Source: an optimization exercise on an open RTL-to-GDS flow (aim: a short achievable clock period and few clock cycles). Production flows keep margins and buffers that such runs may drop.
Where RTL was checked, it was by simulation tests only, not by an equivalence proof against the original.
No activity file was given, so power comes from the tool's default toggle rates.

rev 12:
// cvb
module cvb (
    input  wire        clk,
    input  wire        rst,           
    input  wire        host_wr,
    input  wire [2:0]  host_waddr,
    input  wire [15:0] host_wdata,
    input  wire [2:0]  host_raddr,
    output reg  [15:0] host_rdata,
    output wire        busy,
    output wire [2:0]  outcome,
    output wire        mem_en,
    output wire        mem_we,
    output wire [15:0] mem_addr,
    output wire [7:0]  mem_wdata,
    input  wire [7:0]  mem_rdata,
    output wire        poll_en,
    output wire [1:0]  poll_sel,      
    input  wire        poll_ans,
    output wire        put_en,
    output wire [7:0]  put_data,
    output wire        get_en,
    input  wire [7:0]  get_data,
    output wire        chs_valid,
    output wire [7:0]  chs_data,
    input  wire        chs_ready,
    input  wire        chs_err,
    input  wire        chr_valid,
    input  wire [7:0]  chr_data,
    input  wire        chr_err,
    output wire        chr_ready
);
Size in the first run: roughly 330 flip-flops, ~120 I/O pins, ~0.022 mm2 of cells after synthesis.
export LEC_CHECK = 0
export ABC_CLOCK_PERIOD_IN_PS = 3000
export CAP_MARGIN = 20
export CORE_MARGIN = 2
export CORE_UTILIZATION = 40
export PLACE_DENSITY = 0.6
export SETUP_SLACK_MARGIN = 3.0
export SLEW_MARGIN = 20
create_clock -name core_clock -period 6.0 [get_ports {clk}]
run.sh (not shown) runs the stock make flow with config.mk's settings and CLKGATE_MAP_FILE= SYNTH_SCRIPT=/design/flow/synth_recipe.tcl, a recipe that flattens the netlist after the stock synthesis.
Testbench counts of rev 12, summed over its fixed seeds: cycles 35,352.
Modified inputs, rev 13 compared to rev 12
diff --git a/flow/design.v b/flow/design.v
--- a/flow/design.v
+++ b/flow/design.v
@@ -50,19 +50,21 @@
     reg [7:0]  wreg;
     reg        poll_en_r, put_en_r, get_en_r, chr_ready_r;
     reg [1:0]  poll_sel_r;
     reg [7:0]  rem;               
     reg [15:0] left;              
     reg        rdp;               
     reg [7:0]  pbuf;              
-    reg [7:0]  q0, q1, q2, q3;    
+    reg [7:0]  q0, q1, q2, q3, q4;  
     reg [2:0]  qn;
     reg [15:0] rp;                
     reg [4:0]  rleft;             
-    reg [1:0]  hdr_pend, trl_pend, trl_push;
+    reg [1:0]  trl_push;
+    reg [2:0]  wn;                
+    reg [15:0] wa, wb;            
     reg [4:0]  scnt;              
     reg [7:0]  rb;                
     reg        rbv, rbpar, apar;
     reg [15:0] sum;
     reg [7:0]  b30;
     reg [15:0] oaddr;             
     reg [14:0] oleft;             
@@ -104,20 +106,22 @@
     wire        ptr_z   = (ptr == 16'd0);
     wire        len_z   = (len == 16'd0);
     wire        lim_z   = (limit == 8'd0);
     wire        lastp   = (rem == 8'd1);
     wire        lastb   = (left == 16'd1);
     wire        pop      = m_enc & (qn != 3'd0) & chs_ready;
     wire        sum_done = (rleft == 5'd0) & ~(mem_en_r & ~mem_we_r) & ~rdp & ~rbv;
-    wire        push_t   = m_enc & sum_done & (trl_push != 2'd0) & (qn != 3'd4);
+    wire        push_t   = m_enc & sum_done & (trl_push != 2'd0) & (qn != 3'd5);
     wire        push     = (m_enc & rdp) | push_t;
     wire [7:0]  pushd    = rdp ? mem_rdata : (trl_push[0] ? ~sum[7:0] : ~sum[15:8]);
     wire [2:0]  qa       = qn - {2'd0, pop};           
     wire [2:0]  qn_next  = qa + {2'd0, push};
     wire        rd_now   = mem_en_r & ~mem_we_r;
+    wire        rd_ok    = (rleft != 5'd0) & (({1'b0, qn} + {3'd0, rdp} + {3'd0, rd_now}) <= 4'd4);
+    wire        wr_ok    = ~wn[2] & (~wn[1] | sum_done);
     wire        is20    = (mem_rdata == 8'h20);
     wire        is40    = (mem_rdata == 8'h40);
     wire        arr_nb  = rdp & dk_nb;
     wire        arr_odd = rdp & ~dk_nb;
     wire        nb_now  = mem_en_r & rk_nb;
     wire        found   = arr_nb & (exp40 ? is40 : is20);
     wire        a_cand  = is40 | (is20 & ~dk_last);
@@ -200,16 +204,17 @@
                                 q1       <= 8'h40;
                                 qn       <= 3'd2;
                                 mem_en_r <= 1'b1;
                                 mem_we_r <= 1'b0;
                                 maddr    <= ptr + 16'd2;
                                 rp       <= ptr + 16'd3;
                                 rleft    <= 5'd27;
-                                hdr_pend <= 2'b11;
-                                trl_pend <= 2'b11;
+                                wn       <= 3'd0;
+                                wa       <= ptr;
+                                wb       <= ptr + 16'd30;
                                 trl_push <= 2'b11;
                                 sum      <= 16'h4020;
                                 apar     <= 1'b0;
                                 rbv      <= 1'b0;
                                 scnt     <= 5'd0;
                             end
                         end
@@ -348,48 +353,44 @@
                 endcase
             end
             if (m_enc | m_dec) begin
                 if (rbv) sum <= sum + (rbpar ? {rb, 8'h00} : {8'h00, rb});
             end
             if (m_enc) begin
                 if (pop) begin
-                    q0 <= q1; q1 <= q2; q2 <= q3;
+                    q0 <= q1; q1 <= q2; q2 <= q3; q3 <= q4;
                 end
                 if (push) begin
-                    case (qa[1:0])
-                        2'd0: q0 <= pushd;
-                        2'd1: q1 <= pushd;
-                        2'd2: q2 <= pushd;
-                        default: q3 <= pushd;
+                    case (qa)
+                        3'd0: q0 <= pushd;
+                        3'd1: q1 <= pushd;
+                        3'd2: q2 <= pushd;
+                        3'd3: q3 <= pushd;
+                        default: q4 <= pushd;
                     endcase
                 end
                 qn <= qn_next;
                 if (push_t) trl_push <= trl_push[0] ? 2'b10 : 2'b00;
                 rbv   <= rdp;
                 rb    <= mem_rdata;
                 rbpar <= apar;
                 if (rdp) apar <= ~apar;
-                if (rleft != 5'd0 && ({1'b0, qn_next} + {3'd0, rd_now}) <= 4'd3) begin
+                if (rd_ok) begin
                     mem_en_r <= 1'b1;
                     mem_we_r <= 1'b0;
                     maddr    <= rp;
                     rp       <= rp + 16'd1;
                     rleft    <= rleft - 5'd1;
-                end else if (hdr_pend != 2'b00) begin
+                end else if (wr_ok) begin
                     mem_en_r <= 1'b1;
                     mem_we_r <= 1'b1;
-                    maddr    <= hdr_pend[0] ? ptr : ptr + 16'd1;
-                    wreg     <= hdr_pend[0] ? 8'h20 : 8'h40;
-                    hdr_pend <= hdr_pend[0] ? 2'b10 : 2'b00;
-                end else if (sum_done && trl_pend != 2'b00) begin
-                    mem_en_r <= 1'b1;
-                    mem_we_r <= 1'b1;
-                    maddr    <= trl_pend[0] ? ptr + 16'd30 : ptr + 16'd31;
-                    wreg     <= trl_pend[0] ? ~sum[7:0] : ~sum[15:8];
-                    trl_pend <= trl_pend[0] ? 2'b10 : 2'b00;
+                    maddr    <= wa;
+                    wa       <= wn[0] ? wb : wa + 16'd1;
+                    wreg     <= wn[1] ? (wn[0] ? ~sum[15:8] : ~sum[7:0]) : (wn[0] ? 8'h40 : 8'h20);
+                    wn       <= wn + 3'd1;
                 end else begin
                     mem_en_r <= 1'b0;
                     mem_we_r <= 1'b0;
                 end
                 if (pop) begin
                     scnt <= scnt + 5'd1;
                     if (scnt == 5'd31) begin
==> comparison <==
There was hardly any difference in power share of the sequential group between rev 13 and rev 12.
Taking rev 12 as the reference point, the via-per-instance ratio of rev 13 falls by about 1.7%.
The wire length of the first global-routing pass of rev 13 exceeds that of rev 12 by 6.9%.
NOTE: final worst slack in rev 13 exceeds that of rev 12
Taking rev 12 as the reference point, the sum of met3 wire segment lengths after detailed routing of rev 13 rises by about 4%.
The run showing the smaller share of final-layout standard cells stronger than drive strength 1 is rev 12.
Only the layout flow was run in rev 13; the RTL was not checked for function there.

## port drivers added, routing unchanged
No port has a modelled driver above. Below, the same layouts with a new extraction and two added sets of constraints.
Step 1 (the two cells are an assumption about what drives the block):
set clk [get_ports {clk}]
set_driving_cell -lib_cell sky130_fd_sc_hd__clkbuf_16 $clk
set_driving_cell -lib_cell sky130_fd_sc_hd__buf_2 [delete_from_list [all_inputs] $clk]
Step 2, shift: input delay + t, output delay - t, t = (earliest + latest rising clock arrival at the registers) / 2. This alone moves slack from input paths to output paths.
a / b / c = ideal / step 1 / step 2; a / b = the first two.
| run | shift t [ns] | setup WS [ns] | latest minus earliest clock arrival (ns) | slew at the worst register clock pin (ns) | worst data-port slew with drivers (ns) |
|---|---|---|---|---|---|
| rev 12 | 0.621 | 2.229 / 2.229 / 1.700 | 0.025 / 0.025 | 0.07 / 0.07 | 0.17 |
| rev 13 | 0.649 | 2.478 / 2.419 / 2.252 | 0.018 / 0.019 | 0.07 / 0.07 | 0.13 |
After both steps setup and hold are still met in every run listed. For rev 12, which loses most, drivers alone change the setup slack by 0.000 ns; drivers and shift together by -0.529 ns.
